From an optimization exercise on the open Yosys and OpenROAD flow, aimed at small area and few clock cycles; shortcuts taken in it are not production practice. Function was checked by simulation only, so behaviour that the tests miss may differ from the original. Power is estimated from default activity; no workload was simulated.

===== design/flow/run.sh =====
#!/bin/bash
# synth_recipe.tcl (not shown) runs the flow's synth.tcl, then flattens the netlist and writes it again
# the make line also repeats each setting of config.mk as NAME=value (left out here)
make -C /OpenROAD-flow-scripts/flow DESIGN_CONFIG=/design/flow/config.mk WORK_HOME=/design/flow/orfs CLKGATE_MAP_FILE= SYNTH_SCRIPT=/design/flow/synth_recipe.tcl finish

===== design/flow/config.mk =====
export PLATFORM = sky130hd
export DESIGN_NAME = stm_core
export DESIGN_NICKNAME = stm_core
export VERILOG_FILES = /design/flow/design.v
export SDC_FILE = /design/flow/constraint.sdc
export NUM_CORES = 4
export LEC_CHECK = 0
export CAP_MARGIN = 20
export CORE_MARGIN = 2
export CORE_UTILIZATION = 40
export SLEW_MARGIN = 20

===== design/flow/design.v =====
module stm_core (
    input  wire       clk,
    input  wire       rst,           
    input  wire       step_valid,
    input  wire [7:0] step_word,
    output wire       step_ready,
    output wire       resp_valid,
    output reg  [1:0] resp_code,     
    output wire [2:0] out_pins,
    output wire       diag_valid,
    output reg  [7:0] diag_data,
    input  wire       diag_ready
);
    localparam C_MAIN = 2'd0;
    localparam C_TISR = 2'd1;
    localparam C_BISR = 2'd2;
    localparam C_HALT = 2'd3;
    localparam M_ENTER   = 3'd0;
    localparam M_CONSUME = 3'd1;
    localparam M_TICK    = 3'd2;
    localparam M_EXIT    = 3'd3;
    localparam M_WAIT    = 3'd4;
    localparam M_PANIC   = 3'd5;
    localparam SP_ENTER  = 2'd0;
    localparam SP_SIGNAL = 2'd1;
    localparam SP_EXIT   = 2'd2;
    localparam SP_DONE   = 2'd3;
    localparam B_ENTER = 3'd0;
    localparam B_EDGE  = 3'd1;
    localparam B_ACK   = 3'd2;
    localparam B_EXIT  = 3'd3;
    localparam B_RET   = 3'd4;
    localparam B_PANIC = 3'd5;
    localparam E_BTN  = 2'd1;
    localparam E_OUT  = 2'd2;
    localparam E_DIAG = 2'd3;
    reg        state;        
    reg [3:0]  d2, d1, d0;   
    reg [2:0]  out;
    reg        pend;
    reg        btn;
    reg        edge_pend;
    reg        edge_defer;
    reg        tim_pend;
    reg        imask;
    reg [1:0]  ctx;
    reg [2:0]  mpos;
    reg [2:0]  hpos;         
    reg        fired;
    reg [1:0]  err;
    reg        wake;
    reg        flt_btn;
    reg [2:0]  flt_out;
    reg        flt_diag;
    reg        em_busy;
    reg [5:0]  em_idx;
    reg        em_b;         
    reg        line_pend;    
    reg        inc_pend;     
    wire       ackd = hpos[2];
    wire [1:0] spos = hpos[1:0];
    wire [3:0] op  = step_word[7:4];
    wire [3:0] arg = step_word[3:0];
    reg legal;
    always @(*) begin
        case (op)
            4'h1, 4'h4, 4'h5, 4'hD: legal = (arg[3:1] == 3'b000);
            4'h3:                   legal = 1'b1;
            4'h2, 4'h6, 4'h7, 4'h8, 4'h9, 4'hA, 4'hB, 4'hC, 4'hE:
                                    legal = (arg == 4'h0);
            4'hF:                   legal = (arg == 4'h0) || (arg == 4'hF);
            default:                legal = 1'b0;
        endcase
    end
    wire in_main = (ctx == C_MAIN);
    wire in_tisr = (ctx == C_TISR);
    wire in_bisr = (ctx == C_BISR);
    wire in_halt = (ctx == C_HALT);
    reg en;
    always @(*) begin
        case (op)
            4'h5: en = in_main && !imask && (arg[0] ? edge_pend : tim_pend);
            4'h6: en = (in_tisr && spos == SP_DONE && ackd) ||
                       (in_bisr && hpos == B_RET);
            4'h7: en = (in_main && mpos == M_ENTER) ||
                       (in_tisr && spos == SP_ENTER) ||
                       (in_bisr && hpos == B_ENTER);
            4'h8: en = (in_main && mpos == M_EXIT) ||
                       (in_tisr && spos == SP_EXIT) ||
                       (in_bisr && hpos == B_EXIT);
            4'h9: en = in_tisr && spos == SP_SIGNAL;
            4'hA: en = in_main && mpos == M_CONSUME;
            4'hB: en = in_main && mpos == M_TICK;
            4'hC: en = in_bisr && hpos == B_EDGE;
            4'hD: en = arg[0] ? (in_bisr && hpos == B_ACK)
                              : (in_tisr && !ackd && (spos == SP_ENTER || spos == SP_DONE));
            4'hE: en = in_main && mpos == M_WAIT && wake;
            4'hF: en = arg[0] || (in_main && mpos == M_PANIC) || (in_bisr && hpos == B_PANIC);
            default: en = 1'b1;    
        endcase
    end
    wire em_last  = (em_idx == 6'd40);
    wire em_end   = em_busy && em_last && diag_ready;
    wire any_pend = line_pend || inc_pend;
    wire em_free  = !em_busy || (em_end && !any_pend);
    reg hold;
    always @(*) begin
        case (op)
            4'h1:       hold = line_pend;
            4'hB, 4'hC: hold = any_pend;
            4'hF:       hold = !em_free;
            default:    hold = 1'b0;
        endcase
    end
    assign step_ready = !hold;
    wire accept = step_valid && step_ready;
    wire exec   = accept && legal && en;
    assign resp_valid = accept;
    always @(*) begin
        if (!legal)   resp_code = 2'd2;
        else if (!en) resp_code = 2'd1;
        else          resp_code = 2'd0;
    end
    wire c0 = (d0 == 4'd9);
    wire c1 = c0 && (d1 == 4'd9);
    wire c2 = c1 && (d2 == 4'd9);
    wire [3:0] i0 = c0 ? 4'd0 : d0 + 4'd1;
    wire [3:0] i1 = c0 ? (c1 ? 4'd0 : d1 + 4'd1) : d1;
    wire [3:0] i2 = c1 ? (c2 ? 4'd0 : d2 + 4'd1) : d2;
    wire       run_inc = state && !btn;       
    wire       do_inc  = (op == 4'hB) && run_inc;
    wire [3:0] n2 = do_inc ? i2 : d2;
    wire [3:0] n1 = do_inc ? i1 : d1;
    wire [3:0] n0 = do_inc ? i0 : d0;
    wire ge25 = (n1 > 4'd2) || (n1 == 4'd2 && n0 >= 4'd5);
    wire ge50 = (n1 >= 4'd5);
    wire ge75 = (n1 > 4'd7) || (n1 == 4'd7 && n0 >= 4'd5);
    reg [2:0] pat;
    always @(*) begin
        case (n2)
            4'd0: pat = 3'd0;
            4'd1: pat = ge25 ? 3'd1 : 3'd0;
            4'd2: pat = ge50 ? 3'd2 : 3'd1;
            4'd3: pat = ge75 ? 3'd3 : 3'd2;
            4'd4: pat = 3'd3;
            4'd5: pat = 3'd4;
            4'd6: pat = ge25 ? 3'd5 : 3'd4;
            4'd7: pat = ge50 ? 3'd6 : 3'd5;
            4'd8: pat = ge75 ? 3'd7 : 3'd6;
            default: pat = 3'd7;
        endcase
    end
    wire [2:0] wr_out;
    assign wr_out[0] = flt_out[0] ? out[0] : pat[0];
    assign wr_out[1] = (flt_out[0] || flt_out[1]) ? out[1] : pat[1];
    assign wr_out[2] = (flt_out != 3'b000) ? out[2] : pat[2];
    wire is_tick  = exec && (op == 4'hB);
    wire is_edge  = exec && (op == 4'hC);
    wire is_reset = exec && (op == 4'hF) && arg[0];
    wire is_panic = exec && (op == 4'hF) && !arg[0];
    wire io_ok    = !flt_btn && (flt_out == 3'b000);
    wire tick_ok  = is_tick && io_ok && !flt_diag;
    wire start_panic = is_panic && !flt_diag;
    wire defer = em_busy && !em_end;
    wire em_now = tick_ok && !em_busy;
    assign diag_valid = em_busy || em_now;
    assign out_pins   = is_reset ? 3'd0 :
                        ((is_tick || is_edge) && !flt_btn) ? wr_out : out;
    wire clr = rst || is_reset;
    always @(posedge clk) begin
        if (rst)
            btn <= 1'b0;
        else if (exec && op == 4'h1)
            btn <= arg[0];
    end
    always @(posedge clk) begin
        if (clr) begin
            state      <= 1'b0;
            d2         <= 4'd0;
            d1         <= 4'd0;
            d0         <= 4'd0;
            out        <= 3'd0;
            pend       <= 1'b0;
            edge_pend  <= 1'b0;
            edge_defer <= 1'b0;
            tim_pend   <= 1'b0;
            imask      <= 1'b0;
            ctx        <= C_MAIN;
            mpos       <= M_ENTER;
            wake       <= 1'b0;
            flt_btn    <= 1'b0;
            flt_out    <= 3'd0;
            flt_diag   <= 1'b0;
        end else if (em_end && inc_pend) begin
            d2 <= i2;
            d1 <= i1;
            d0 <= i0;
        end
        if (clr) begin
        end else if (exec) begin
            case (op)
                4'h1: if (btn != arg[0]) begin
                    if (!edge_pend) edge_pend  <= 1'b1;
                    else            edge_defer <= 1'b1;
                end
                4'h2: tim_pend <= 1'b1;
                4'h3: begin
                    flt_btn <= arg[0];
                    flt_out <= arg[3:1];
                end
                4'h4: flt_diag <= arg[0];
                4'h5: begin
                    ctx  <= arg[0] ? C_BISR : C_TISR;
                    wake <= 1'b1;
                end
                4'h6: ctx <= C_MAIN;
                4'h7: begin
                    imask <= 1'b1;
                    if (in_main) mpos <= M_CONSUME;
                end
                4'h8: begin
                    imask <= 1'b0;
                    if (in_main) mpos <= fired ? M_ENTER : M_WAIT;
                end
                4'h9: pend <= 1'b1;
                4'hA: begin
                    pend <= 1'b0;
                    mpos <= pend ? M_TICK : M_EXIT;
                end
                4'hB: begin
                    if (flt_btn) begin
                        mpos <= M_PANIC;
                    end else begin
                        state <= !btn;
                        if (!defer) begin
                            d2 <= n2;
                            d1 <= n1;
                            d0 <= n0;
                        end
                        out <= wr_out;
                        mpos <= (flt_out != 3'b000 || flt_diag) ? M_PANIC : M_EXIT;
                    end
                end
                4'hC: begin
                    if (!flt_btn) begin
                        state <= !btn;
                        out   <= wr_out;
                    end
                end
                4'hD: begin
                    if (arg[0]) begin
                        edge_pend  <= edge_defer;
                        edge_defer <= 1'b0;
                    end else begin
                        tim_pend <= 1'b0;
                    end
                end
                4'hE: begin
                    wake <= 1'b0;
                    mpos <= M_ENTER;
                end
                4'hF: begin    
                    imask <= 1'b1;
                    ctx   <= C_HALT;
                end
                default: ;
            endcase
        end
    end
    always @(posedge clk) begin
        if (exec) begin
            case (op)
                4'h5: hpos <= 3'd0;
                4'h7: if (in_tisr) hpos[1:0] <= SP_SIGNAL;
                      else hpos <= B_EDGE;
                4'h8: if (in_tisr) hpos[1:0] <= SP_DONE;
                      else hpos <= B_RET;
                4'h9: hpos[1:0] <= SP_EXIT;
                4'hC: hpos <= io_ok ? B_ACK : B_PANIC;
                4'hD: if (arg[0]) hpos <= B_EXIT;
                      else hpos[2] <= 1'b1;
                default: ;
            endcase
        end
    end
    always @(posedge clk) begin
        if (exec && op == 4'hA)
            fired <= pend;
    end
    always @(posedge clk) begin
        if (exec && (op == 4'hB || op == 4'hC)) begin
            if (flt_btn)                err <= E_BTN;
            else if (flt_out != 3'b000) err <= E_OUT;
            else                        err <= E_DIAG;
        end
    end
    wire narrow = (d2 == 4'd0);
    wire panic  = in_halt;
    wire skip   = panic ? (em_idx == 6'd22 && err == E_BTN)
                        : (em_idx == 6'd17 && narrow);
    always @(posedge clk) begin
        if (rst) begin
            em_busy   <= 1'b0;
            line_pend <= 1'b0;
            inc_pend  <= 1'b0;
        end else begin
            if (em_end) begin
                em_busy   <= line_pend;
                line_pend <= 1'b0;
                inc_pend  <= 1'b0;
            end
            if (is_tick && !flt_btn && defer) begin
                line_pend <= tick_ok;
                inc_pend  <= do_inc;
            end else if (tick_ok || start_panic) begin
                em_busy <= 1'b1;
            end
        end
    end
    always @(posedge clk) begin
        if (tick_ok && !defer)
            em_b <= btn;
        else if (em_end && line_pend)
            em_b <= btn;
    end
    always @(posedge clk) begin
        if (rst)
            em_idx <= 6'd0;
        else if (start_panic)
            em_idx <= 6'd16;
        else if (tick_ok && !defer)
            em_idx <= (em_now && diag_ready) ? 6'd1 : 6'd0;
        else if (em_busy && diag_ready)
            em_idx <= em_last ? 6'd0 : em_idx + (skip ? 6'd2 : 6'd1);
    end
    wire [7:0] dg2 = {4'h3, d2};
    wire [7:0] dg1 = (narrow && d1 == 4'd0) ? 8'h20 : {4'h3, d1};
    wire [7:0] dg0 = {4'h3, d0};
    always @(*) begin
        diag_data = 8'h20;
        if (panic) begin
            case (em_idx)
                6'd16: diag_data = "P";
                6'd17: diag_data = "A";
                6'd18: diag_data = "N";
                6'd19: diag_data = "I";
                6'd20: diag_data = "C";
                6'd21: diag_data = ":";
                6'd22: diag_data = " ";
                6'd39: diag_data = 8'h0D;
                6'd40: diag_data = 8'h0A;
                default: begin
                    case (err)
                        E_BTN: case (em_idx)
                            6'd24: diag_data = "B";
                            6'd25: diag_data = "u";
                            6'd26: diag_data = "t";
                            6'd27: diag_data = "t";
                            6'd28: diag_data = "o";
                            6'd29: diag_data = "n";
                            6'd30: diag_data = "R";
                            6'd31: diag_data = "e";
                            6'd32: diag_data = "a";
                            6'd33: diag_data = "d";
                            6'd34: diag_data = "E";
                            6'd35: diag_data = "r";
                            6'd36: diag_data = "r";
                            6'd37: diag_data = "o";
                            default: diag_data = "r";
                        endcase
                        E_OUT: case (em_idx)
                            6'd23: diag_data = "O";
                            6'd24: diag_data = "u";
                            6'd25: diag_data = "t";
                            6'd26: diag_data = "p";
                            6'd27: diag_data = "u";
                            6'd28: diag_data = "t";
                            6'd29: diag_data = "W";
                            6'd30: diag_data = "r";
                            6'd31: diag_data = "i";
                            6'd32: diag_data = "t";
                            6'd33: diag_data = "e";
                            6'd34: diag_data = "E";
                            6'd35: diag_data = "r";
                            6'd36: diag_data = "r";
                            6'd37: diag_data = "o";
                            default: diag_data = "r";
                        endcase
                        default: case (em_idx)
                            6'd23: diag_data = "D";
                            6'd24: diag_data = "i";
                            6'd25: diag_data = "a";
                            6'd26: diag_data = "g";
                            6'd27: diag_data = "W";
                            6'd28: diag_data = "r";
                            6'd29: diag_data = "i";
                            6'd30: diag_data = "t";
                            6'd31: diag_data = "e";
                            6'd32: diag_data = "F";
                            6'd33: diag_data = "a";
                            6'd34: diag_data = "i";
                            6'd35: diag_data = "l";
                            6'd36: diag_data = "u";
                            6'd37: diag_data = "r";
                            default: diag_data = "e";
                        endcase
                    endcase
                end
            endcase
        end else begin
            case (em_idx)
                6'd0:  diag_data = "b";
                6'd1:  diag_data = "t";
                6'd2:  diag_data = "n";
                6'd3:  diag_data = ":";
                6'd5:  diag_data = em_b ? " " : "f";
                6'd6:  diag_data = em_b ? "t" : "a";
                6'd7:  diag_data = em_b ? "r" : "l";
                6'd8:  diag_data = em_b ? "u" : "s";
                6'd9:  diag_data = "e";
                6'd11: diag_data = "|";
                6'd13: diag_data = "c";
                6'd14: diag_data = "n";
                6'd15: diag_data = "t";
                6'd16: diag_data = ":";
                6'd18: diag_data = dg2;
                6'd19: diag_data = dg1;
                6'd20: diag_data = dg0;
                6'd22: diag_data = "|";
                6'd24: diag_data = "s";
                6'd25: diag_data = "t";
                6'd26: diag_data = "a";
                6'd27: diag_data = "t";
                6'd28: diag_data = "e";
                6'd29: diag_data = ":";
                6'd32: diag_data = em_b ? " " : "R";
                6'd33: diag_data = em_b ? "P" : "u";
                6'd34: diag_data = em_b ? "a" : "n";
                6'd35: diag_data = em_b ? "u" : "n";
                6'd36: diag_data = em_b ? "s" : "i";
                6'd37: diag_data = em_b ? "e" : "n";
                6'd38: diag_data = em_b ? "d" : "g";
                6'd39: diag_data = 8'h0D;
                6'd40: diag_data = 8'h0A;
                default: diag_data = 8'h20;
            endcase
        end
    end
endmodule

===== design/flow/constraint.sdc =====
create_clock -name core_clock -period 12.0 [get_ports {clk}]
set_input_delay 2.4000 -clock core_clock [delete_from_list [all_inputs] [get_ports {clk}]]
set_output_delay 2.4000 -clock core_clock [all_outputs]
set_load 0.01 [all_outputs]

==> results of run 1 <==
[power breakdown]
part,leakage (nW),internal [mW],switching (mW)
sequential,0.395,0.166,0.000305
combinational,1.51,0.0121,0.0226
clock,0.0706,0.0768,0.0640
[cells in the mapped netlist, drive strengths merged, types with 4 or more instances]
master,count,share of area
nor2,81,0.058
nand2,74,0.053
o21ai,58,0.056
a21oi,57,0.055
dfxtp,42,0.16
clkbuf,39,0.028
inv,30,0.022
nand3,26,0.025
nor3,25,0.025
ha,20,0.048
mux2i,20,0.038
nor2b,20,0.024
buf,17,0.019
a211oi,15,0.024
nand2b,13,0.016
a31oi,12,0.014
and2,11,0.014
and3,11,0.013
o22ai,11,0.013
a221oi,9,0.015
o31ai,9,0.014
nand4,8,0.0096
a32oi,7,0.012
edfxtp,7,0.040
nand3b,7,0.012
or4,7,0.010
a21o,6,0.0086
a22oi,6,0.0086
mux2,6,0.013
nor3b,6,0.0086
nor4,6,0.0084
xnor2,6,0.010
o211ai,5,0.0072
a2111oi,4,0.0067
nand4bb,4,0.0086
o21a,4,0.0057
o2bb2ai,4,0.0067
or3,4,0.0048
[final cells by class]
type / instances / area share
multi-input combinational: 611 / 0.678
tap: 172 / 0.0382
clock buffer: 6 / 0.0229
sequential: 49 / 0.187
clock inverter: 2 / 0.00178
inverter: 31 / 0.0207
timing repair buffer: 31 / 0.0520
[flip-flops by register name, indices dropped and copies added (netlist names), 2 cells and up]
name and flops:
ctx 2, d0 4, d1 4, d2 4, em_idx 6, err 2, flt_out 3, hpos 3
mpos 3, out 3
[layer usage]
metal | share of wire | track usage
met1 | 0.44 | 0.333
met2 | 0.46 | 0.391
met3 | 0.065 | 0.0309
met4 | 0.037 | 0.114
met5 | 0 | 0
[per-stage QoR]
stage	hold WS [ns]	setup WS, ns	power [mW]	util
floorplan	0.446	4.82	0.194	-
global placement	0.474	3.09	0.204	0.433
detailed placement	0.469	2.99	0.204	0.433
CTS	0.496	2.98	0.345	0.444
global route	0.528	2.67	0.353	0.444
finish	0.501	2.91	0.342	0.444
[worst max-delay path by stage]
stage | from | to | slack, ns | cells after the start
2_1_floorplan | step_word[5] | out_pins[1] | 4.82 | 11
4_1_cts | step_word[4] | out_pins[2] | 2.98 | 10
3_3_place_gp | step_word[4] | out_pins[2] | 3.09 | 10
6_report | step_word[4] | out_pins[2] | 2.91 | 10
3_5_place_dp | step_word[4] | out_pins[2] | 2.99 | 10
5_1_grt | step_word[4] | out_pins[2] | 2.67 | 10
[cells by family (layout without fill, tap and decap cells)]
logic type | after synthesis | count (layout) | synth area share
flip-flops | 49 | 49 | 0.201
AO/OA/AOI/OAI | 235 | 235 | 0.294
AND/OR/NAND/NOR | 318 | 318 | 0.315
adder cells (fa/ha/maj) | 22 | 22 | 0.0536
buffers and inverters | 87 | 70 | 0.0692
XOR/XNOR | 9 | 9 | 0.0151
other | 1 | 1 | 0.000718
multiplexers | 26 | 26 | 0.0512
==> summary.txt, run 1 <==
outcome no timing/DRC/antenna violations; Power per Cell Area 60.8 mW/mm^2; Core ar. 0.0127 sq mm; worst hold path type register to register; Max Transition Viols Final 0; final hold violation count 0; largest net degree at the start of global routing 45; ys flop type dfxtp_1; crit start category input port; Syn Std Cell Area 0.00523 sq mm; Worst slew margin 0.281; required time worst endpoint 9.60 ns; First-pass DRT Iterations 6; fmax around 110 MHz; max cap viols 0; R2R Setup Slk about 7 ns; layout cell share with drive strength beyond 1 0.0438; worst-path maximum fanout 29; most frequent cells in the layout nor2_1, nand2_1, o21ai_0; Root Buffer clkbuf_16; CTS Buf Count 5; Die Wd around 120 um; Vias a little under 6,000; Crit. End Element output port; post-route insts no fill 902; antenna fix cells 0; fin crit share 0.757; reg2reg start em_idx[1]; port buffer count 26; worst-path cell chain clkdlybuf4s50_1 -> nor2_1 -> a22o_1 -> a32o_1 -> or3b_4 -> a211o_1 -> or4_1 -> mux2i_1 -> nor2_1 -> clkdlybuf4s50_1; Congestion Overflow GR 0; clock skew 0.00876 ns; io pins 28; DR iter-0 viols 774; #FFs+latches synth 49; post-CTS resize count 0; wire per inst slightly below 20 um; Finish-stage setup viols 0; RR Endpoint ctx[0]; Syn. warnings 1; initial core utilization 0.412; first-pass GRT wire length 28.4 mm; antenna-violating nets left 0; DP HPWL 12.7 mm; antenna violations before repair 0; H-tree Lvls 2; vias in the first global route 5,408; most common cell after layout, fill and taps aside nor2_1; Bufs on Longest Clock Path 2; clock tree from TritonCTS built; setup repair bufs after CTS 0; unrepaired setup endpoints after global routing no; Static Leak 1.98 nW; area of the die ~0.014 sq mm; area grow syn2layout 7.69%; Clock Sink Count approximately 50; Die Ht 118 um; GRT Total Usage 0.247; maximum vdd ir drop around 0.047 mV; Reg clk slew, reported paths 0.06 ns; Post-DP Area roughly 0.0055 sq mm; Worst R2R Path Depth 11; WS Path Type input port to output port; register area 0.00105 sq mm; CP delay by family, top buffers and inverters; library cells used by synthesis 78; Tmin final between 9 and 10 ns; final instance area 0.00563 sq mm; DR vias/cell 6.41; Fill cells 1,334; DP Cell Count 894; hold worst-path end fired; post-route DRC violation count 0; Setup Total Neg Slack 0 ns; hold depth 0; Nets approximately 760; Post-CTS Hold Buffers 0; worst skew pair latency about 0.29 ns; sequential element share of the synthesized area 0.201; Total Wirelength 17.6 mm; critical path arrival 6.69 ns; EDFF count, synth 7; hold_sp pend; Buf/Inv on CP 2; row count 41; CP peak stage delay 1.17 ns; actual slew at the worst max-slew pin 1.07 ns; Synth async-reset ratio 0; Multi-input gate area 0.00381 sq mm; Syn Area/Cell ~7 sq um; Post-Synthesis Cells 747; Slowest-stage cell, CP clkdlybuf4s50_1; routability cong. 1.01; Post-Syn Nets between 700 and 800
Testbench counts, summed over its fixed seeds: cycles 67,555.
==> run 2, diff against run 1 <==
==> design/flow/flow/run.sh (new file) <==
#!/bin/bash
# Standard layout, with the standard synthesis's combinational logic re-mapped
# for area (registers untouched). Each tool's output goes to its own log here.
set -euo pipefail
R=orfs/results/$FLOW_PLATFORM/stm_core/base
LIB=$FLOW_HOME/platforms/$FLOW_PLATFORM/lib/sky130_fd_sc_hd__tt_025C_1v80.lib
YOSYS=$FLOW_HOME/../tools/install/yosys/bin/yosys
[ -x "$YOSYS" ] || YOSYS=yosys

# 1. the standard synthesis, unchanged
bash standard.sh synth > log_synth.txt 2>&1

# 2. re-map the combinational logic
cp $R/1_2_yosys.v std_synth.v
sed -e "s#LIBFILE#$LIB#g" -e "s#NETLIST#std_synth.v#" -e "s#OUTFILE#resyn.v#" flow/resyn.ys > resyn_run.ys
$YOSYS -s resyn_run.ys > log_resyn.txt 2>&1
cp resyn.v $R/1_2_yosys.v
rm -f $R/1_synth.odb $R/1_synth.sdc

# 3. the rest of the standard layout on the re-mapped netlist
bash standard.sh > log_layout.txt 2>&1
==> design/flow/flow/resyn.abc (new file) <==
strash
&get -n
&st
&dch
&nf -R 1000
&put
strash
&get -n
&st
&syn2
&dch
&nf -R 1000
&put
strash
&get -n
&st
&dch -f
&nf -R 1000
&put
topo
==> design/flow/flow/resyn.ys (new file) <==
# Re-map the combinational logic of the standard synthesis for area.
# The flip-flops (and the tie cell) are kept as they are, instance for
# instance, so every register keeps its name and cell type.
read_liberty -ignore_miss_func LIBFILE
read_verilog NETLIST
hierarchy -top stm_core
blackbox sky130_fd_sc_hd__dfxtp_1 sky130_fd_sc_hd__edfxtp_1 sky130_fd_sc_hd__conb_1
flatten
opt -purge
abc -script flow/resyn.abc -D 12000 -liberty LIBFILE -dont_use sky130_fd_sc_hd__lpflow_bleeder_1 -dont_use sky130_fd_sc_hd__lpflow_clkbufkapwr_1 -dont_use sky130_fd_sc_hd__lpflow_clkbufkapwr_16 -dont_use sky130_fd_sc_hd__lpflow_clkbufkapwr_2 -dont_use sky130_fd_sc_hd__lpflow_clkbufkapwr_4 -dont_use sky130_fd_sc_hd__lpflow_clkbufkapwr_8 -dont_use sky130_fd_sc_hd__lpflow_clkinvkapwr_1 -dont_use sky130_fd_sc_hd__lpflow_clkinvkapwr_16 -dont_use sky130_fd_sc_hd__lpflow_clkinvkapwr_2 -dont_use sky130_fd_sc_hd__lpflow_clkinvkapwr_4 -dont_use sky130_fd_sc_hd__lpflow_clkinvkapwr_8 -dont_use sky130_fd_sc_hd__lpflow_decapkapwr_12 -dont_use sky130_fd_sc_hd__lpflow_decapkapwr_3 -dont_use sky130_fd_sc_hd__lpflow_decapkapwr_4 -dont_use sky130_fd_sc_hd__lpflow_decapkapwr_6 -dont_use sky130_fd_sc_hd__lpflow_decapkapwr_8 -dont_use sky130_fd_sc_hd__lpflow_inputiso0n_1 -dont_use sky130_fd_sc_hd__lpflow_inputiso0p_1 -dont_use sky130_fd_sc_hd__lpflow_inputiso1n_1 -dont_use sky130_fd_sc_hd__lpflow_inputiso1p_1 -dont_use sky130_fd_sc_hd__lpflow_inputisolatch_1 -dont_use sky130_fd_sc_hd__lpflow_isobufsrc_1 -dont_use sky130_fd_sc_hd__lpflow_isobufsrc_16 -dont_use sky130_fd_sc_hd__lpflow_isobufsrc_2 -dont_use sky130_fd_sc_hd__lpflow_isobufsrc_4 -dont_use sky130_fd_sc_hd__lpflow_isobufsrc_8 -dont_use sky130_fd_sc_hd__lpflow_isobufsrckapwr_16 -dont_use sky130_fd_sc_hd__lpflow_lsbuf_lh_hl_isowell_tap_1 -dont_use sky130_fd_sc_hd__lpflow_lsbuf_lh_hl_isowell_tap_2 -dont_use sky130_fd_sc_hd__lpflow_lsbuf_lh_hl_isowell_tap_4 -dont_use sky130_fd_sc_hd__lpflow_lsbuf_lh_isowell_4 -dont_use sky130_fd_sc_hd__lpflow_lsbuf_lh_isowell_tap_1 -dont_use sky130_fd_sc_hd__lpflow_lsbuf_lh_isowell_tap_2 -dont_use sky130_fd_sc_hd__lpflow_lsbuf_lh_isowell_tap_4 -dont_use sky130_fd_sc_hd__probe_p_8 -dont_use sky130_fd_sc_hd__probec_p_8 
opt_clean -purge
hilomap -singleton -hicell sky130_fd_sc_hd__conb_1 HI -locell sky130_fd_sc_hd__conb_1 LO
insbuf -buf sky130_fd_sc_hd__buf_4 A X
splitnets
opt_clean -purge
check
stat -liberty LIBFILE
write_verilog -noattr -nohex -nodec OUTFILE
==> design/flow/standard.sh (new file) <==
#!/bin/bash
# synth_recipe.tcl (not shown) runs the flow's synth.tcl, then flattens the netlist and writes it again
# the make line also repeats each setting of config.mk as NAME=value (left out here)
make -C /OpenROAD-flow-scripts/flow DESIGN_CONFIG=/design/flow/config.mk WORK_HOME=/design/flow/orfs CLKGATE_MAP_FILE= SYNTH_SCRIPT=/design/flow/synth_recipe.tcl "${@:-finish}"
removed: design/flow/run.sh
==> summary.txt, run 2 <==
outcome no timing/DRC/antenna violations (unchanged); Die Wd 106 um (was 118 um); Flop pwr share 0.556 (was 0.487); area grow syn2layout 13.9% (was 7.69%); H-tree Lvls 2 (unchanged); Bufs on Longest Clock Path 2 (unchanged); Power per Cell Area 63.0 mW/mm^2 (was 60.8 mW/mm^2); vias in the first global route 4,599 (was 5,408); post-route DRC violation count 0 (unchanged); Clock Sink Count 49 (unchanged); Die Ht 106 um (was 118 um); Crit. End Element output port (unchanged); Congestion Overflow GR 0 (unchanged); switching share of power 0.257 (was 0.254); row count 37 (was 41); Vias 5,239 (was 5,786); Net Sw Power 0.0769 mW (was 0.0869 mW); critical path arrival 6.97 ns (was 6.69 ns); CP peak stage delay 0.93 ns (was 1.17 ns); WS Path Type input port to output port (unchanged); fin crit share 0.781 (was 0.757); actual slew at the worst max-slew pin 0.861 ns (was 1.07 ns); post-CTS resize count 0 (unchanged); clock share of power 0.351 (was 0.412); post-route insts no fill 798 (was 902); io pins 28 (unchanged); R2R Setup Slk 7.46 ns (was 7.15 ns); largest net degree at the start of global routing 35 (was 45); layout cell share with drive strength beyond 1 0.0242 (was 0.0438); reg2reg start em_idx[3] (was em_idx[1]); DP Cell Count 790 (was 894); Post-Synthesis Cells 621 (was 747); Pint 0.223 mW (was 0.255 mW); fmax 107 MHz (was 110 MHz); hold depth 2 (was 0); Setup Total Neg Slack 0 ns (unchanged); unrepaired setup endpoints after global routing no (unchanged); clock tree from TritonCTS built (unchanged); crit start category input port (unchanged); wire per inst 19.1 um (was 19.5 um); Syn Area/Cell 6.72 sq um (was 6.99 sq um); RR Endpoint d1[1] (was ctx[0]); flip-flop count of the largest register after layout 6 (unchanged); first-pass GRT wire length 24.3 mm (was 28.4 mm); hold worst-path end edge_pend (was fired); DR vias/cell 6.57 (was 6.41); DR iter-0 viols 549 (was 774); Gate power share 0.093 (was 0.101); CP Launch Point step_word[4] (unchanged); maximum vdd ir drop 0.0428 mV (was 0.0474 mV); register with the most flip-flops em_idx (unchanged); CTS Buf Count 5 (unchanged); GRT Total Usage 0.267 (was 0.247); worst-path maximum fanout 22 (was 29); Root Buffer clkbuf_8 (was clkbuf_16); Reg clk slew, reported paths 0.10 ns (was 0.06 ns); Nets 673 (was 762); Max Transition Viols Final 0 (unchanged); antenna violations before repair 0 (unchanged); required time worst endpoint 9.60 ns (about the same); port buffer count 26 (unchanged); Slowest-stage cell, CP clkdlybuf4s50_1 (unchanged); max cap viols 0 (unchanged); routability cong. 0.969 (was 1.01); area of the die 0.0113 sq mm (was 0.0140 sq mm); clock skew 0.0105 ns (was 0.00876 ns); Static Leak 1.52 nW (was 1.98 nW); final hold violation count 0 (unchanged); Worst R2R Path Depth 15 (was 11); Core ar. 0.0102 sq mm (was 0.0127 sq mm); initial core utilization 0.408 (was 0.412); Syn. warnings 1 (unchanged); antenna-violating nets left 0 (unchanged); Post-Syn Nets 633 (was 780); First-pass DRT Iterations 6 (unchanged); Total Wirelength 15.3 mm (was 17.6 mm); most frequent cells in the layout nor2_1, nand2_1, a21oi_1 (was nor2_1, nand2_1, o21ai_0); Syn Std Cell Area 0.00418 sq mm (was 0.00523 sq mm); hold_sp edge_defer (was pend); antenna fix cells 0 (unchanged); worst skew pair latency 0.31 ns (was 0.29 ns); Finish-stage setup viols 0 (unchanged); Post-CTS Hold Buffers 0 (unchanged); worst hold path type register to register (unchanged); DP HPWL 11.2 mm (was 12.7 mm); final hold slack 0.457 ns (was 0.501 ns); most common cell after layout, fill and taps aside nor2_1 (unchanged); worst-path cell chain clkdlybuf4s50_1 -> clkinv_1 -> nor2_1 -> o21ai_0 -> nor4_1 -> a31oi_1 -> o21ai_0 -> nand2_1 -> o311ai_0 -> and3b_1 -> nand3_1 -> a2111oi_0 -> a211oi_1 -> clkdlybuf4s50_1 (was clkdlybuf4s50_1 -> nor2_1 -> a22o_1 -> a32o_1 -> or3b_4 -> a211o_1 -> or4_1 -> mux2i_1 -> nor2_1 -> clkdlybuf4s50_1); Worst slew margin 0.421 (was 0.281); Tmin final 9.37 ns (was 9.09 ns); setup repair bufs after CTS 0 (unchanged)
run 2: power by group through the flow:
| stage | combinational [mW] | clock (mW) | sequential [mW] |
|---|---|---|---|
| finish | 0.0278 | 0.105 | 0.167 |
| global route | 0.0299 | 0.115 | 0.167 |
| CTS | 0.0271 | 0.108 | 0.167 |
| detailed placement | 0.0270 | 0 | 0.170 |
| global placement | 0.0271 | 0 | 0.170 |
| floorplan | 0.0124 | 0 | 0.170 |
run 2: worst max-delay path, delay by kind of cell:
family	cells	cell delay, ns
buffers and inverters	3	1.72
AO/OA/AOI/OAI	6	1.29
AND/OR/NAND/NOR	5	1.55
run 2: worst max path at each step:
stage,endpoint,cells after the start
final,out_pins[0],14
after CTS,out_pins[0],14
after detailed placement,out_pins[0],14
after global routing,out_pins[1],14
after floorplan,out_pins[1],11
after global placement,out_pins[1],12
run 2: routing by layer:
layer	part of all wire	up-vias	track usage
met3	0.096	27	0.0441
met2	0.44	326	0.386
met5	0	-	0
met1	0.45	2428	0.406
li1	-	2458	-
met4	0.018	0	0.0724
run 2: layout make-up:
type,instances,area (sq um)
Sequential cell,49,1050
Multi-Input combinational cell,560,3080
Clock buffer,6,82.6
Inverter,11,41.3
Timing Repair Buffer,34,320
Fill cell,1102,5480
Clock inverter,2,13.8
Tap cell,136,170
run 2: metrics by stage:
step	worst slack [ns]	power, mW	area, sq um	util
finish	2.63	0.300	4750	0.465
CTS	2.70	0.302	4750	0.465
global placement	2.89	0.197	4660	0.455
floorplan	4.90	0.183	4180	-
global route	2.32	0.311	4750	0.465
detailed placement	2.74	0.197	4660	0.455
==> run 3, diff against run 2 <==
--- a/design/flow/design.v
+++ b/design/flow/design.v
@@ -15,12 +15,13 @@
     localparam C_TISR = 2'd1;
     localparam C_BISR = 2'd2;
     localparam C_HALT = 2'd3;
-    localparam M_ENTER   = 3'd0;
-    localparam M_CONSUME = 3'd1;
-    localparam M_TICK    = 3'd2;
-    localparam M_EXIT    = 3'd3;
-    localparam M_WAIT    = 3'd4;
-    localparam M_PANIC   = 3'd5;
+    localparam M_ENTER   = 3'b000;
+    localparam M_CONSUME = 3'b001;
+    localparam M_TICK    = 3'b010;
+    localparam M_EXIT0   = 3'b011;
+    localparam M_WAIT    = 3'b100;
+    localparam M_PANIC   = 3'b101;
+    localparam M_EXIT1   = 3'b111;
     localparam SP_ENTER  = 2'd0;
     localparam SP_SIGNAL = 2'd1;
     localparam SP_EXIT   = 2'd2;
@@ -42,21 +43,19 @@
     reg        edge_pend;
     reg        edge_defer;
     reg        tim_pend;
-    reg        imask;
     reg [1:0]  ctx;
     reg [2:0]  mpos;
     reg [2:0]  hpos;         
-    reg        fired;
     reg [1:0]  err;
     reg        wake;
     reg        flt_btn;
     reg [2:0]  flt_out;
     reg        flt_diag;
-    reg        em_busy;
     reg [5:0]  em_idx;
     reg        em_b;         
     reg        line_pend;    
     reg        inc_pend;     
+    wire       em_busy = (em_idx != 6'd63);
     wire       ackd = hpos[2];
     wire [1:0] spos = hpos[1:0];
     wire [3:0] op  = step_word[7:4];
@@ -79,13 +78,13 @@
     reg en;
     always @(*) begin
         case (op)
-            4'h5: en = in_main && !imask && (arg[0] ? edge_pend : tim_pend);
+            4'h5: en = in_main && mpos[1:0] == 2'b00 && (arg[0] ? edge_pend : tim_pend);
             4'h6: en = (in_tisr && spos == SP_DONE && ackd) ||
                        (in_bisr && hpos == B_RET);
             4'h7: en = (in_main && mpos == M_ENTER) ||
                        (in_tisr && spos == SP_ENTER) ||
                        (in_bisr && hpos == B_ENTER);
-            4'h8: en = (in_main && mpos == M_EXIT) ||
+            4'h8: en = (in_main && mpos[1:0] == 2'b11) ||
                        (in_tisr && spos == SP_EXIT) ||
                        (in_bisr && hpos == B_EXIT);
             4'h9: en = in_tisr && spos == SP_SIGNAL;
@@ -129,25 +128,27 @@
     wire [3:0] i2 = c1 ? (c2 ? 4'd0 : d2 + 4'd1) : d2;
     wire       run_inc = state && !btn;       
     wire       do_inc  = (op == 4'hB) && run_inc;
-    wire [3:0] n2 = do_inc ? i2 : d2;
-    wire [3:0] n1 = do_inc ? i1 : d1;
-    wire [3:0] n0 = do_inc ? i0 : d0;
-    wire ge25 = (n1 > 4'd2) || (n1 == 4'd2 && n0 >= 4'd5);
-    wire ge50 = (n1 >= 4'd5);
-    wire ge75 = (n1 > 4'd7) || (n1 == 4'd7 && n0 >= 4'd5);
-    reg [2:0] pat;
+    wire ge25 = (d1 > 4'd2) || (d1 == 4'd2 && d0 >= 4'd5);
+    wire ge50 = (d1 >= 4'd5);
+    wire ge75 = (d1 > 4'd7) || (d1 == 4'd7 && d0 >= 4'd5);
+    wire c125 = (d0 == 4'd4 && ((d1 == 4'd2 && (d2 == 4'd1 || d2 == 4'd6)) ||
+                                (d1 == 4'd7 && (d2 == 4'd3 || d2 == 4'd8)))) ||
+                (d0 == 4'd9 && ((d1 == 4'd4 && (d2 == 4'd2 || d2 == 4'd7)) ||
+                                (d1 == 4'd9 && (d2 == 4'd4 || d2 == 4'd9))));
+    reg [2:0] pat0;
+    wire [2:0] pat = pat0 + {2'b00, do_inc && c125};
     always @(*) begin
-        case (n2)
-            4'd0: pat = 3'd0;
-            4'd1: pat = ge25 ? 3'd1 : 3'd0;
-            4'd2: pat = ge50 ? 3'd2 : 3'd1;
-            4'd3: pat = ge75 ? 3'd3 : 3'd2;
-            4'd4: pat = 3'd3;
-            4'd5: pat = 3'd4;
-            4'd6: pat = ge25 ? 3'd5 : 3'd4;
-            4'd7: pat = ge50 ? 3'd6 : 3'd5;
-            4'd8: pat = ge75 ? 3'd7 : 3'd6;
-            default: pat = 3'd7;
+        case (d2)
+            4'd0: pat0 = 3'd0;
+            4'd1: pat0 = ge25 ? 3'd1 : 3'd0;
+            4'd2: pat0 = ge50 ? 3'd2 : 3'd1;
+            4'd3: pat0 = ge75 ? 3'd3 : 3'd2;
+            4'd4: pat0 = 3'd3;
+            4'd5: pat0 = 3'd4;
+            4'd6: pat0 = ge25 ? 3'd5 : 3'd4;
+            4'd7: pat0 = ge50 ? 3'd6 : 3'd5;
+            4'd8: pat0 = ge75 ? 3'd7 : 3'd6;
+            default: pat0 = 3'd7;
         endcase
     end
     wire [2:0] wr_out;
@@ -184,14 +185,13 @@
             edge_pend  <= 1'b0;
             edge_defer <= 1'b0;
             tim_pend   <= 1'b0;
-            imask      <= 1'b0;
             ctx        <= C_MAIN;
             mpos       <= M_ENTER;
             wake       <= 1'b0;
             flt_btn    <= 1'b0;
             flt_out    <= 3'd0;
             flt_diag   <= 1'b0;
-        end else if (em_end && inc_pend) begin
+        end else if ((em_end && inc_pend) || (is_tick && !flt_btn && !defer && run_inc)) begin
             d2 <= i2;
             d1 <= i1;
             d0 <= i0;
@@ -214,31 +214,20 @@
                     wake <= 1'b1;
                 end
                 4'h6: ctx <= C_MAIN;
-                4'h7: begin
-                    imask <= 1'b1;
-                    if (in_main) mpos <= M_CONSUME;
-                end
-                4'h8: begin
-                    imask <= 1'b0;
-                    if (in_main) mpos <= fired ? M_ENTER : M_WAIT;
-                end
+                4'h7: if (in_main) mpos <= M_CONSUME;
+                4'h8: if (in_main) mpos <= {!mpos[2], 2'b00};
                 4'h9: pend <= 1'b1;
                 4'hA: begin
                     pend <= 1'b0;
-                    mpos <= pend ? M_TICK : M_EXIT;
+                    mpos <= pend ? M_TICK : M_EXIT0;
                 end
                 4'hB: begin
                     if (flt_btn) begin
                         mpos <= M_PANIC;
                     end else begin
                         state <= !btn;
-                        if (!defer) begin
-                            d2 <= n2;
-                            d1 <= n1;
-                            d0 <= n0;
-                        end
                         out <= wr_out;
-                        mpos <= (flt_out != 3'b000 || flt_diag) ? M_PANIC : M_EXIT;
+                        mpos <= (flt_out != 3'b000 || flt_diag) ? M_PANIC : M_EXIT1;
                     end
                 end
                 4'hC: begin
@@ -259,10 +248,7 @@
                     wake <= 1'b0;
                     mpos <= M_ENTER;
                 end
-                4'hF: begin    
-                    imask <= 1'b1;
-                    ctx   <= C_HALT;
-                end
+                4'hF: ctx <= C_HALT;    
                 default: ;
             endcase
         end
@@ -284,10 +270,6 @@
         end
     end
     always @(posedge clk) begin
-        if (exec && op == 4'hA)
-            fired <= pend;
-    end
-    always @(posedge clk) begin
         if (exec && (op == 4'hB || op == 4'hC)) begin
             if (flt_btn)                err <= E_BTN;
             else if (flt_out != 3'b000) err <= E_OUT;
@@ -300,20 +282,16 @@
                         : (em_idx == 6'd17 && narrow);
     always @(posedge clk) begin
         if (rst) begin
-            em_busy   <= 1'b0;
             line_pend <= 1'b0;
             inc_pend  <= 1'b0;
         end else begin
             if (em_end) begin
-                em_busy   <= line_pend;
                 line_pend <= 1'b0;
                 inc_pend  <= 1'b0;
             end
             if (is_tick && !flt_btn && defer) begin
                 line_pend <= tick_ok;
                 inc_pend  <= do_inc;
-            end else if (tick_ok || start_panic) begin
-                em_busy <= 1'b1;
             end
         end
     end
@@ -325,13 +303,13 @@
     end
     always @(posedge clk) begin
         if (rst)
-            em_idx <= 6'd0;
+            em_idx <= 6'd63;
         else if (start_panic)
             em_idx <= 6'd16;
         else if (tick_ok && !defer)
             em_idx <= (em_now && diag_ready) ? 6'd1 : 6'd0;
         else if (em_busy && diag_ready)
-            em_idx <= em_last ? 6'd0 : em_idx + (skip ? 6'd2 : 6'd1);
+            em_idx <= em_last ? (line_pend ? 6'd0 : 6'd63) : em_idx + (skip ? 6'd2 : 6'd1);
     end
     wire [7:0] dg2 = {4'h3, d2};
     wire [7:0] dg1 = (narrow && d1 == 4'd0) ? 8'h20 : {4'h3, d1};
@@ -409,7 +387,7 @@
             endcase
         end else begin
             case (em_idx)
-                6'd0:  diag_data = "b";
+                6'd0, 6'd63: diag_data = "b";    
                 6'd1:  diag_data = "t";
                 6'd2:  diag_data = "n";
                 6'd3:  diag_data = ":";
--- a/design/flow/config.mk
+++ b/design/flow/config.mk
@@ -7,5 +7,5 @@
 export LEC_CHECK = 0
 export CAP_MARGIN = 20
 export CORE_MARGIN = 2
-export CORE_UTILIZATION = 40
+export CORE_UTILIZATION = 55
 export SLEW_MARGIN = 20
==> summary.txt, run 3 <==
worst-path cell chain clkdlybuf4s50_1 -> nand2_1 -> nor2_1 -> nand2_1 -> nor4_1 -> a21oi_1 -> nor2_1 -> nor3_1 -> nand4_1 -> and2_0 -> nor2b_1 -> nand2_1 -> clkinv_1 -> nand2_1 -> o21a_1 -> a21oi_1 -> nor2_1 -> clkdlybuf4s50_1 (was clkdlybuf4s50_1 -> clkinv_1 -> nor2_1 -> o21ai_0 -> nor4_1 -> a31oi_1 -> o21ai_0 -> nand2_1 -> o311ai_0 -> and3b_1 -> nand3_1 -> a2111oi_0 -> a211oi_1 -> clkdlybuf4s50_1); max cap viols 0 (unchanged); R2R Setup Slk 6.25 ns (was 7.46 ns); Core ar. 0.00714 sq mm (was 0.0102 sq mm); Congestion Overflow GR 0 (unchanged); critical path arrival 6.61 ns (was 6.97 ns); Total Wirelength 13.8 mm (was 15.3 mm); Vias 5,094 (was 5,239); CP delay by family, top simple AND/OR/NAND/NOR gates (was buffers and inverters); Post-DP Area 0.00440 sq mm (was 0.00466 sq mm); required time worst endpoint 9.60 ns (about the same); DP Cell Count 741 (was 790); final hold slack 0.478 ns (was 0.457 ns); fmax 111 MHz (was 107 MHz); Reg clk slew, reported paths 0.09 ns (was 0.10 ns); port buffer count 26 (unchanged); Worst R2R Path Depth 16 (was 15); Multi-input gate area 0.00296 sq mm (was 0.00308 sq mm); register area 981 sq um (was 0.00105 sq mm); flip-flop count of the largest register after layout 6 (unchanged); CP peak stage delay 0.88 ns (was 0.93 ns); Tmin final 9.01 ns (was 9.37 ns); layout cell share with drive strength beyond 1 0.0200 (was 0.0242); most common cell after layout, fill and taps aside nor2_1 (unchanged); final instance area 0.00448 sq mm (was 0.00475 sq mm); M1 WL 5.54 mm (was 6.86 mm); row count 31 (was 37); Clock Sink Count 46 (was 49); Syn. warnings 1 (unchanged); DP HPWL 10.0 mm (was 11.2 mm); WS Path Type input port to output port (unchanged); Crit. End Element output port (unchanged); worst hold path type register to register (unchanged); post-route insts no fill 749 (was 798); Root Buffer clkbuf_8 (unchanged); Die Wd 89.1 um (was 106 um); first-pass GRT wire length 21.9 mm (was 24.3 mm); Setup Total Neg Slack 0 ns (unchanged); DR vias/cell 6.80 (was 6.57); actual slew at the worst max-slew pin 0.974 ns (was 0.861 ns); Syn Area/Cell 6.51 sq um (was 6.72 sq um); Bufs on Longest Clock Path 2 (unchanged); Crit. path cell count 18 (was 14); io pins 28 (unchanged); antenna-violating nets left 0 (unchanged); clock skew 0.0128 ns (was 0.0105 ns); outcome no timing/DRC/antenna violations (unchanged); final hold violation count 0 (unchanged); Post-Syn Nets 624 (was 633); Static Leak 1.46 nW (was 1.52 nW); DR iter-0 viols 484 (was 549); routability cong. 1.04 (was 0.969); Fill cells 710 (was 1,102); Slowest-stage cell, CP clkdlybuf4s50_1 (unchanged); Buf/Inv on CP 3 (unchanged); Post-CTS Hold Buffers 0 (unchanged); worst-path maximum fanout 20 (was 22); Max Transition Viols Final 0 (unchanged); Critical Path Most Common Cell nand2_1; First-pass DRT Iterations 9 (was 6); antenna fix cells 0 (unchanged); most frequent cells in the layout nor2_1, nand2_1, a21oi_1 (unchanged); wire per inst 18.4 um (was 19.1 um); GRT Total Usage 0.349 (was 0.267); Post-Synthesis Cells 612 (was 621); worst skew pair latency 0.31 ns (about the same); CTS Buf Count 5 (unchanged); largest net degree at the start of global routing 37 (was 35); post-route DRC violation count 0 (unchanged); initial core utilization 0.558 (was 0.408); Nets 661 (was 673); H-tree Lvls 2 (unchanged); routed length on met2 6.39 mm (was 6.67 mm); Power per Cell Area 141 mW/mm^2 (was 63.0 mW/mm^2); fin crit share 0.751 (was 0.781); crit start category input port (unchanged); Syn Std Cell Area 0.00398 sq mm (was 0.00418 sq mm); Worst slew margin 0.350 (was 0.421); post-CTS resize count 0 (unchanged); Die Ht 89.1 um (was 106 um); clock tree from TritonCTS built (unchanged); setup repair bufs after CTS 0 (unchanged); antenna violations before repair 0 (unchanged); vias in the first global route 4,388 (was 4,599); CP endpoint out_pins[0] (unchanged); Finish-stage setup viols 0 (unchanged); unrepaired setup endpoints after global routing no (unchanged); RR Endpoint d2[2] (was d1[1]); area of the die 0.00794 sq mm (was 0.0113 sq mm); length of routed met3 wiring 1.40 mm (was 1.46 mm); register with the most flip-flops em_idx (unchanged); CP Launch Point step_word[4] (unchanged); area grow syn2layout 12.6% (was 13.9%); reg2reg start em_idx[0] (was em_idx[3]); uppermost layer routed met4 (unchanged); maximum vdd ir drop 0.0845 mV (was 0.0428 mV)
-- run 3: metal layers --
layer / track usage / up-vias
met1: 0.476 / 2334
met4: 0.121 / 0
met5: 0 / -
li1: - / 2367
met3: 0.0646 / 66
met2: 0.556 / 327
-- run 3: power by group --
group | internal [mW] | switching [mW]
combinational | 0.112 | 0.234
clock | 0.0412 | 0.0561
sequential | 0.164 | 0.0235
-- run 3: worst min path at each step --
| stage | from | to | slack (ns) | depth (start not counted) |
|---|---|---|---|---|
| global placement | wake | wake | 0.47 | 2 |
| floorplan | tim_pend | tim_pend | 0.45 | 2 |
| finish | tim_pend | tim_pend | 0.48 | 2 |
| CTS | tim_pend | tim_pend | 0.49 | 2 |
| detailed placement | wake | wake | 0.47 | 2 |
| global route | tim_pend | tim_pend | 0.54 | 2 |
-- run 3: layout make-up --
| type | instances | area share |
|---|---|---|
| Multi-Input combinational cell | 555 | 0.659 |
| Sequential cell | 46 | 0.219 |
| Timing Repair Buffer | 31 | 0.0664 |
| Tap cell | 99 | 0.0276 |
| Clock buffer | 5 | 0.0153 |
| Inverter | 10 | 0.00837 |
| Clock inverter | 3 | 0.00446 |
-- run 3: through the flow --
| step | worst slack, ns | total power [mW] | util |
|---|---|---|---|
| 6_report | 2.99 | 0.630 | 0.628 |
| 5_1_grt | 2.67 | 0.666 | 0.628 |
| 4_1_cts | 3.13 | 0.615 | 0.628 |
| 3_5_place_dp | 3.16 | 0.518 | 0.616 |
| 3_3_place_gp | 3.28 | 0.521 | 0.616 |
| 2_1_floorplan | 4.73 | 0.395 | - |
-- run 3: worst reg2reg max path, delay by kind of cell (launching register included) --
| family | cells | cell delay (ns) |
|---|---|---|
| compound gates | 5 | 0.80 |
| flops | 1 | 0.64 |
| simple gates | 11 | 4.21 |
Testbench counts of run 3, summed over its fixed seeds: cycles 67,555.
==> run 4, diff against run 3 <==
--- a/design/flow/design.v
+++ b/design/flow/design.v
@@ -11,10 +11,9 @@
     output reg  [7:0] diag_data,
     input  wire       diag_ready
 );
-    localparam C_MAIN = 2'd0;
-    localparam C_TISR = 2'd1;
-    localparam C_BISR = 2'd2;
-    localparam C_HALT = 2'd3;
+    localparam P_MAIN = 4'b0110;
+    localparam P_HALT = 4'b0111;
+    localparam P_TISR = 4'b1000;    
     localparam M_ENTER   = 3'b000;
     localparam M_CONSUME = 3'b001;
     localparam M_TICK    = 3'b010;
@@ -43,9 +42,8 @@
     reg        edge_pend;
     reg        edge_defer;
     reg        tim_pend;
-    reg [1:0]  ctx;
     reg [2:0]  mpos;
-    reg [2:0]  hpos;         
+    reg [3:0]  pc;
     reg [1:0]  err;
     reg        wake;
     reg        flt_btn;
@@ -56,8 +54,9 @@
     reg        line_pend;    
     reg        inc_pend;     
     wire       em_busy = (em_idx != 6'd63);
-    wire       ackd = hpos[2];
-    wire [1:0] spos = hpos[1:0];
+    wire [2:0] hpos = pc[2:0];      
+    wire       ackd = pc[2];
+    wire [1:0] spos = pc[1:0];
     wire [3:0] op  = step_word[7:4];
     wire [3:0] arg = step_word[3:0];
     reg legal;
@@ -71,10 +70,10 @@
             default:                legal = 1'b0;
         endcase
     end
-    wire in_main = (ctx == C_MAIN);
-    wire in_tisr = (ctx == C_TISR);
-    wire in_bisr = (ctx == C_BISR);
-    wire in_halt = (ctx == C_HALT);
+    wire in_main = (pc == P_MAIN);
+    wire in_halt = (pc == P_HALT);
+    wire in_tisr = pc[3];
+    wire in_bisr = !pc[3] && !(pc[2] && pc[1]);
     reg en;
     always @(*) begin
         case (op)
@@ -185,7 +184,6 @@
             edge_pend  <= 1'b0;
             edge_defer <= 1'b0;
             tim_pend   <= 1'b0;
-            ctx        <= C_MAIN;
             mpos       <= M_ENTER;
             wake       <= 1'b0;
             flt_btn    <= 1'b0;
@@ -209,11 +207,7 @@
                     flt_out <= arg[3:1];
                 end
                 4'h4: flt_diag <= arg[0];
-                4'h5: begin
-                    ctx  <= arg[0] ? C_BISR : C_TISR;
-                    wake <= 1'b1;
-                end
-                4'h6: ctx <= C_MAIN;
+                4'h5: wake <= 1'b1;
                 4'h7: if (in_main) mpos <= M_CONSUME;
                 4'h8: if (in_main) mpos <= {!mpos[2], 2'b00};
                 4'h9: pend <= 1'b1;
@@ -248,23 +242,26 @@
                     wake <= 1'b0;
                     mpos <= M_ENTER;
                 end
-                4'hF: ctx <= C_HALT;    
                 default: ;
             endcase
         end
     end
     always @(posedge clk) begin
-        if (exec) begin
+        if (clr) begin
+            pc <= P_MAIN;
+        end else if (exec) begin
             case (op)
-                4'h5: hpos <= 3'd0;
-                4'h7: if (in_tisr) hpos[1:0] <= SP_SIGNAL;
-                      else hpos <= B_EDGE;
-                4'h8: if (in_tisr) hpos[1:0] <= SP_DONE;
-                      else hpos <= B_RET;
-                4'h9: hpos[1:0] <= SP_EXIT;
-                4'hC: hpos <= io_ok ? B_ACK : B_PANIC;
-                4'hD: if (arg[0]) hpos <= B_EXIT;
-                      else hpos[2] <= 1'b1;
+                4'h5: pc <= arg[0] ? {1'b0, B_ENTER} : P_TISR;
+                4'h6: pc <= P_MAIN;
+                4'hF: pc <= P_HALT;    
+                4'h7: if (in_tisr) pc[1:0] <= SP_SIGNAL;
+                      else if (in_bisr) pc[2:0] <= B_EDGE;
+                4'h8: if (in_tisr) pc[1:0] <= SP_DONE;
+                      else if (in_bisr) pc[2:0] <= B_RET;
+                4'h9: pc[1:0] <= SP_EXIT;
+                4'hC: pc[2:0] <= io_ok ? B_ACK : B_PANIC;
+                4'hD: if (arg[0]) pc[2:0] <= B_EXIT;
+                      else pc[2] <= 1'b1;
                 default: ;
             endcase
         end
==> design/flow/flow/run.sh (replaced) <==
#!/bin/bash
# Standard layout, with the standard synthesis's combinational logic re-mapped
# for area (registers untouched).
# Each tool's output goes to its own log here.
set -euo pipefail
R=orfs/results/$FLOW_PLATFORM/stm_core/base
LIB=$FLOW_HOME/platforms/$FLOW_PLATFORM/lib/sky130_fd_sc_hd__tt_025C_1v80.lib
YOSYS=$FLOW_HOME/../tools/install/yosys/bin/yosys
[ -x "$YOSYS" ] || YOSYS=yosys

# 1. the standard synthesis, unchanged
bash standard.sh synth > log_synth.txt 2>&1

# 2. re-map the combinational logic (ABC deep synthesis, then area mapping)
cp $R/1_2_yosys.v std_synth.v
sed -e "s#LIBFILE#$LIB#g" -e "s#NETLIST#std_synth.v#" -e "s#OUTFILE#resyn.v#" flow/resyn.ys > resyn_run.ys
$YOSYS -s resyn_run.ys > log_resyn.txt 2>&1
cp resyn.v $R/1_2_yosys.v
rm -f $R/1_synth.odb $R/1_synth.sdc

# 3. the rest of the standard layout on the re-mapped netlist
bash standard.sh finish > log_layout.txt 2>&1
==> design/flow/flow/resyn.abc (replaced) <==
strash
&get -n
&st
&deepsyn -T 600
&put
strash
&get -n
&st
&dch
&nf -R 1000
&put
topo
==> summary.txt, run 4 <==
outcome no timing/DRC/antenna violations (unchanged); Setup Total Neg Slack 0 ns (unchanged); post-CTS resize count 0 (unchanged); port buffer count 26 (unchanged); Root Buffer clkbuf_8 (unchanged); reg2reg start em_idx[0] (unchanged); Vias 4,126 (was 5,094); Die Ht 82.3 um (was 89.1 um); Gate power share 0.497 (was 0.549); final hold violation count 0 (unchanged); fin crit share 0.788 (was 0.751); flip-flop count of the largest register after layout 6 (unchanged); CTS Buf Count 5 (unchanged); worst skew pair latency 0.30 ns (was 0.31 ns); R2R Setup Slk 6.26 ns (was 6.25 ns); DR iter-0 viols 384 (was 484); largest net degree at the start of global routing 28 (was 37); unrepaired setup endpoints after global routing no (unchanged); antenna violations before repair 0 (unchanged); Core ar. 0.00592 sq mm (was 0.00714 sq mm); register with the most flip-flops em_idx (unchanged); Fill cells 548 (was 710); Slowest-stage cell, CP clkdlybuf4s50_1 (unchanged); Syn. warnings 1 (unchanged); actual slew at the worst max-slew pin 0.819 ns (was 0.974 ns); max cap viols 0 (unchanged); layout cell share with drive strength beyond 1 0.0210 (was 0.0200); Post-Synthesis Cells 487 (was 612); Power per Cell Area 169 mW/mm^2 (was 141 mW/mm^2); required time worst endpoint 9.60 ns (about the same); CP endpoint out_pins[2] (was out_pins[0]); Crit. End Element output port (unchanged); Nets 534 (was 661); Setup WS post-layout 2.54 ns (was 2.99 ns); Crit. path cell count 17 (was 18); DR vias/cell 6.90 (was 6.80); Max Transition Viols Final 0 (unchanged); Clock Sink Count 45 (was 46); Post-CTS Hold Buffers 0 (unchanged); clock share of power 0.211 (was 0.154); CP Launch Point step_word[6] (was step_word[4]); CP peak stage delay 0.82 ns (was 0.88 ns); Pint 0.360 mW (was 0.317 mW); WS Path Type input port to output port (unchanged); Static Leak 1.34 nW (was 1.46 nW); First-pass DRT Iterations 6 (was 9); Syn Area/Cell 6.92 sq um (was 6.51 sq um); Worst R2R Path Depth 17 (was 16); Die Wd 82.3 um (was 89.1 um); Flop pwr share 0.292 (was 0.297); setup repair bufs after CTS 0 (unchanged); RR Endpoint d1[3] (was d2[2]); worst hold path type register to register (unchanged); fmax 106 MHz (was 111 MHz); row count 28 (was 31); Post-Syn Nets 499 (was 624); Syn Std Cell Area 0.00337 sq mm (was 0.00398 sq mm); antenna fix cells 0 (unchanged); routability cong. 1.05 (was 1.04); antenna-violating nets left 0 (unchanged); worst-path maximum fanout 17 (was 20); initial core utilization 0.569 (was 0.558); io pins 28 (unchanged); CP delay by family, top simple AND/OR/NAND/NOR gates (unchanged); Finish-stage setup viols 0 (unchanged); crit start category input port (unchanged); Reg clk slew, reported paths 0.09 ns (about the same); first-pass GRT wire length 18.6 mm (was 21.9 mm); area of the die 0.00677 sq mm (was 0.00794 sq mm); GRT Total Usage 0.353 (was 0.349); most common cell after layout, fill and taps aside nor2_1 (unchanged); critical path arrival 7.06 ns (was 6.61 ns); worst-path cell chain clkdlybuf4s50_1 -> clkinv_1 -> nand3_1 -> o21a_1 -> o21ai_0 -> o211a_1 -> a21oi_1 -> and2_0 -> nor2b_1 -> and2_0 -> nand2_1 -> nor2_1 -> nand2_1 -> nor3_1 -> and4b_1 -> nor3_1 -> clkdlybuf4s50_1 (was clkdlybuf4s50_1 -> nand2_1 -> nor2_1 -> nand2_1 -> nor4_1 -> a21oi_1 -> nor2_1 -> nor3_1 -> nand4_1 -> and2_0 -> nor2b_1 -> nand2_1 -> clkinv_1 -> nand2_1 -> o21a_1 -> a21oi_1 -> nor2_1 -> clkdlybuf4s50_1); most frequent cells in the layout nor2_1, nand2_1, a21oi_1 (unchanged); Place WS 2.73 ns (was 3.16 ns); vias in the first global route 3,759 (was 4,388); Net Sw Power 0.295 mW (was 0.313 mW); clock skew 0.00742 ns (was 0.0128 ns); post-route DRC violation count 0 (unchanged); Buf/Inv on CP 3 (unchanged); Congestion Overflow GR 0 (unchanged); maximum vdd ir drop 0.146 mV (was 0.0845 mV); Bufs on Longest Clock Path 2 (unchanged); Tmin final 9.46 ns (was 9.01 ns); area grow syn2layout 14.9% (was 12.6%); Total Wirelength 11.6 mm (was 13.8 mm); H-tree Lvls 2 (unchanged); wire per inst 19.4 um (was 18.4 um); clock tree from TritonCTS built (unchanged); final hold slack 0.493 ns (was 0.478 ns); Worst slew margin 0.453 (was 0.350); switching share of power 0.451 (was 0.497); DP HPWL 8.43 mm (was 10.0 mm)
[run 4: tightest hold or removal path, delay by kind of cell (launching register included)]
kind	cells	cell delay (ns)
flip-flops	1	0.32
AND/OR/NAND/NOR	1	0.06
AO/OA/AOI/OAI	1	0.07
[run 4: routing by layer]
metal  global-route usage  vias to the layer above  part of all wire
li1                     -                     1925                 -
met1                0.460                     1869              0.41
met2                0.547                      291              0.45
met3               0.0859                       41              0.11
met4                0.165                        0             0.029
met5                    0                        -                 0
[run 4: area by class of cell]
| type | count | area, sq um | area share |
|---|---|---|---|
| Sequential cell | 45 | 931 | 0.240 |
| Inverter | 19 | 71.3 | 0.0184 |
| Clock inverter | 3 | 65.1 | 0.0168 |
| Timing Repair Buffer | 29 | 283 | 0.0730 |
| Clock buffer | 5 | 68.8 | 0.0178 |
| Tap cell | 75 | 93.8 | 0.0242 |
| Multi-Input combinational cell | 422 | 2360 | 0.609 |
[run 4: per-stage QoR]
stage                      util  power (mW)  std cells  area, sq um
after floorplan               -       0.381        487         3370
final                     0.654       0.655        598         3870
after global routing      0.654       0.690        598         3870
after detailed placement  0.632       0.506        590         3740
after global placement    0.632       0.506        590         3740
after CTS                 0.654       0.643        598         3870
[run 4: how the worst min path moves through the flow]
| stage | startpoint | end | cells after the start |
|---|---|---|---|
| finish | wake | wake | 2 |
| global route | wake | wake | 2 |
| CTS | wake | wake | 2 |
| detailed placement | wake | wake | 2 |
| global placement | wake | wake | 2 |
| floorplan | wake | wake | 2 |
[run 4: power groups by stage]
stage                     clock network, mW  registers (mW)  logic (mW)
final                                 0.138           0.191       0.326
after CTS                             0.140           0.190       0.313
after floorplan                           0           0.193       0.189
after detailed placement                  0           0.194       0.313
after global routing                  0.144           0.193       0.352
after global placement                    0           0.193       0.313
Testbench counts of run 4, summed over its fixed seeds: cycles 67,555.

-- afterwards: timing with drivers on the ports --
The results above use ideal ports. As a check the final layouts listed here were re-extracted and re-timed, cells and wires unchanged. Step 1 assumes that a clkbuf_16 drives the clock port and a buf_2 every other input. Step 2 also shifts input and output timing later by t, the mid clock arrival at the registers, as if the neighbouring blocks saw the same clock. Three values: ideal ports, drivers, drivers and shift; two values: the first two.
run	t, ns	setup slack, ns	worst hold slack (ns)	worst setup path after step 2	cell pins on the clock port's net
run 1	0.327	2.911 / 2.887 / 2.887	0.501 / 0.501 / 0.501	input to output	1
run 2	0.336	2.626 / 2.603 / 2.603	0.457 / 0.457 / 0.457	input to output	1
run 3	0.332	2.985 / 2.963 / 2.963	0.478 / 0.478 / 0.478	input to output	1
run 4	0.332	2.542 / 2.506 / 2.506	0.493 / 0.493 / 0.493	input to output	1
After both steps every run listed still meets setup and hold. The setup slack of run 4, which loses most, moves by -0.036 ns with the drivers and by -0.036 ns with both steps.
